Source: an optimization exercise on an open RTL-to-GDS flow (aim: small area, a short achievable clock period and few clock cycles). Production flows keep margins and buffers that such runs may drop. In this exercise RTL edits were held to simulation tests only and were not proved equivalent to the original. Power and IR drop assume default switching activity.

Setup of run A:
Design p1load_sync, start of the top module:
module p1load_sync (
    input  wire        clk,
    input  wire        rst,
    input  wire        cmd_valid,
    output wire        cmd_ready,
    input  wire [71:0] cmd_data,
    output reg         rsp_valid,
    output wire [2:0]  rsp_status,
    output wire [31:0] rsp_data,
    output wire        trst_req,
    input  wire        trst_ack,
    output wire        tx_valid,
    input  wire        tx_ready,
    output wire [7:0]  tx_data,
    output wire        tx_last,
    output wire        rx_req,
    output wire [3:0]  rx_max,
    output wire [31:0] rx_timeout,
    input  wire        rx_valid,
    input  wire [7:0]  rx_data,
    input  wire        rx_last,
    input  wire        rx_empty,
    output reg         prog_valid,
    output reg  [2:0]  prog_phase,
    output wire [31:0] prog_offset,
    output wire [31:0] prog_total,
    output wire [12:0] img_addr,
    input  wire [31:0] img_data,
    input  wire [31:0] img_len
);
    localparam [2:0] S_OK = 3'd0, S_TIMEOUT = 3'd1, S_ERROR = 3'd2,
                     S_PRECOND = 3'd3, S_ILLEGAL = 3'd4;
    localparam [1:0] SESS_READY = 2'd0, SESS_LINKED = 2'd1,
                     SESS_DONE = 2'd2, SESS_FAILED = 2'd3;
    localparam [3:0] OP_INIT = 4'h1, OP_READ_REG = 4'h2, OP_LFSR_SEED = 4'h3,
                     OP_LFSR_STEP = 4'h4, OP_APPEND_BYTE = 4'h5,
  ...
For scale: ~1800 cells after synthesis, ~300 flip-flops, about 320 I/O pins, about 17000 um2 of cells after synthesis.
export LEC_CHECK = 0
export CAP_MARGIN = 20
export CORE_MARGIN = 2
export CORE_UTILIZATION = 45
export CTS_CLUSTER_DIAMETER = 100
export CTS_CLUSTER_SIZE = 20
export GPL_ROUTABILITY_DRIVEN = 0
export SETUP_SLACK_MARGIN = 5.0
export SLEW_MARGIN = 20
export TNS_END_PERCENT = 20
create_clock -name core_clock -period 8.0 [get_ports {clk}]
standard.sh (not shown) runs the stock make flow with config.mk's settings and CLKGATE_MAP_FILE= SYNTH_SCRIPT=/design/flow/synth_recipe.tcl, a recipe that flattens the netlist after the stock synthesis.
==> flow/flow/run.sh <==
#!/bin/bash
# The standard layout, with plain buf_1 cells as the port buffers
# (every input and output port still gets its own buffer).
set -euo pipefail
export BUFFER_PORTS_ARGS="-buffer_cell sky130_fd_sc_hd__buf_1"
bash standard.sh > orfs_flow.log 2>&1
Run A | stages: all done | timing, DRC, antenna: all pass
Testbench counts of run A, summed over its fixed seeds: cycles 50,294.
> inputs changed (run A -> run B)
Settings: PLACE_DENSITY now 0.8, previously not set; TNS_END_PERCENT now 5, was 20; GPL_ROUTABILITY_DRIVEN no longer set, was 0.
## What came out
Per the comparison of run B with run A, tightest hold margin rose 0.025 ns, upper clock frequency limit flat. Side by side, logic gate share of total power turned out lower in run B than in run A. Summary of run B over run A: worst setup slack moved up, leakage power moved down.
Inputs modified between run B and run C:
Settings: a deleted PLACE_DENSITY that had been 0.8; a change of TNS_END_PERCENT from 5 to 20; a change of CORE_UTILIZATION from 45 to 40.
Re setup slack: run B was higher than run C. Diff run B -> run C: non-clock buffer count fell by 3; global routing met2 resource utilization fell by 4.6 points; sequential group share of total power fell by 1.1 points.

v6:
p1load_sync, a different RTL version from the one above (not shown whole).
Size: roughly 1700 cells after synthesis, roughly 320 I/O pins, roughly 0.016 sq mm of cells after synthesis.
Design p1load_sync, start of the top module:
module p1load_sync (
    input  wire        clk,
    input  wire        rst,
    input  wire        cmd_valid,
    output wire        cmd_ready,
    input  wire [71:0] cmd_data,
    output reg         rsp_valid,
    output wire [2:0]  rsp_status,
    output wire [31:0] rsp_data,
    output wire        trst_req,
    input  wire        trst_ack,
    output wire        tx_valid,
    input  wire        tx_ready,
    output wire [7:0]  tx_data,
    output wire        tx_last,
    output wire        rx_req,
    output wire [3:0]  rx_max,
    output wire [31:0] rx_timeout,
    input  wire        rx_valid,
    input  wire [7:0]  rx_data,
    input  wire        rx_last,
    input  wire        rx_empty,
    output reg         prog_valid,
    output reg  [2:0]  prog_phase,
    output wire [31:0] prog_offset,
    output wire [31:0] prog_total,
    output wire [12:0] img_addr,
    input  wire [31:0] img_data,
    input  wire [31:0] img_len
);
export LEC_CHECK = 0
export CAP_MARGIN = 20
export CORE_MARGIN = 2
export CORE_UTILIZATION = 55
export SETUP_SLACK_MARGIN = 5.0
export SLEW_MARGIN = 20
export TNS_END_PERCENT = 5
create_clock -name core_clock -period 8.0 [get_ports {clk}]
Scripts as last shown in full above: flow/flow/run.sh
Testbench counts of v6, summed over its fixed seeds: cycles 50,294.
## Diff of input files: v7 against v6
==> flow/flow/run.sh <==
#!/bin/bash
# The standard layout, with plain buf_1 cells as the port buffers
# (every input and output port still gets its own buffer), and the
# resizer's downsizing of gates off the critical paths after routing.
set -euo pipefail
export BUFFER_PORTS_ARGS="-buffer_cell sky130_fd_sc_hd__buf_1"
export RECOVER_POWER=100
bash standard.sh > orfs_flow.log 2>&1
--- a/flow/config.mk
+++ b/flow/config.mk
@@ -8,5 +8,7 @@
 export CAP_MARGIN = 20
 export CORE_MARGIN = 2
-export CORE_UTILIZATION = 55
+export CORE_UTILIZATION = 45
+export CTS_CLUSTER_DIAMETER = 100
+export CTS_CLUSTER_SIZE = 20
 export SETUP_SLACK_MARGIN = 5.0
 export SLEW_MARGIN = 20
Findings:
Nothing crashed in v7 and all stages finished; the problem is that the final layout failed, the offending checks being max-capacitance violations, max-slew violations. Comparing v7 against v6, there is no change at all in average instance area after synthesis. v7 vs v6: core utilization down. Changes observed in v7 relative to v6: multi-input gate area in the final layout went down by 0.57%; clock-pin slew reported for the worst setup and hold paths after clock tree synthesis higher; clock buffer count went down 39%; post-place setup slack shows an increase of 0.050 ns. When the final numbers for v6 and v7 were put side by side, the relative contribution of combinational cells to total power turned out to be smaller in v6. Compared with v6, v7 degrades time the worst path needs with I/O delays and setup. v7 vs v6, startpoint of the worst setup timing path: rst vs a[3]. On combined flip-flop and latch cell area, v6 tracks v7 almost exactly. Reported combinational group power grows slightly when moving from v6 to v7.

what the ideal ports hide:
The results above use ideal ports. As a check the final layouts listed here were re-extracted and re-timed, cells and wires unchanged.
Step 1 sets driving cells, clkbuf_16 on the clock port and buf_2 on the other inputs (assumed; they add their load-dependent delay and slew).
Step 2 adds t to the input delays and takes it off the output delays; t is the mean of the earliest and latest rising clock arrival at the registers after step 1. Input paths then give back, and output paths get back, about the clock's delay inside the block.
Three values: ideal, step 1, step 2; two values: the first two.
run	t (ns)	slack for setup (ns)	hold WS [ns]	worst slew at a driven data input, ns
run A	0.587	4.837 / 4.788 / 4.343	0.297 / 0.297 / 0.297	0.09
run B	0.577	4.841 / 4.789 / 4.389	0.321 / 0.321 / 0.321	0.07
run C	0.603	4.836 / 4.779 / 4.388	0.322 / 0.322 / 0.322	0.10
v6	0.626	4.815 / 4.765 / 4.243	0.323 / 0.323 / 0.323	0.07
v7	0.570	2.798 / 2.827 / 2.257	0.303 / 0.303 / 0.303	0.07
For v6, which loses most, drivers alone change the setup slack by -0.050 ns; drivers and shift together by -0.572 ns.
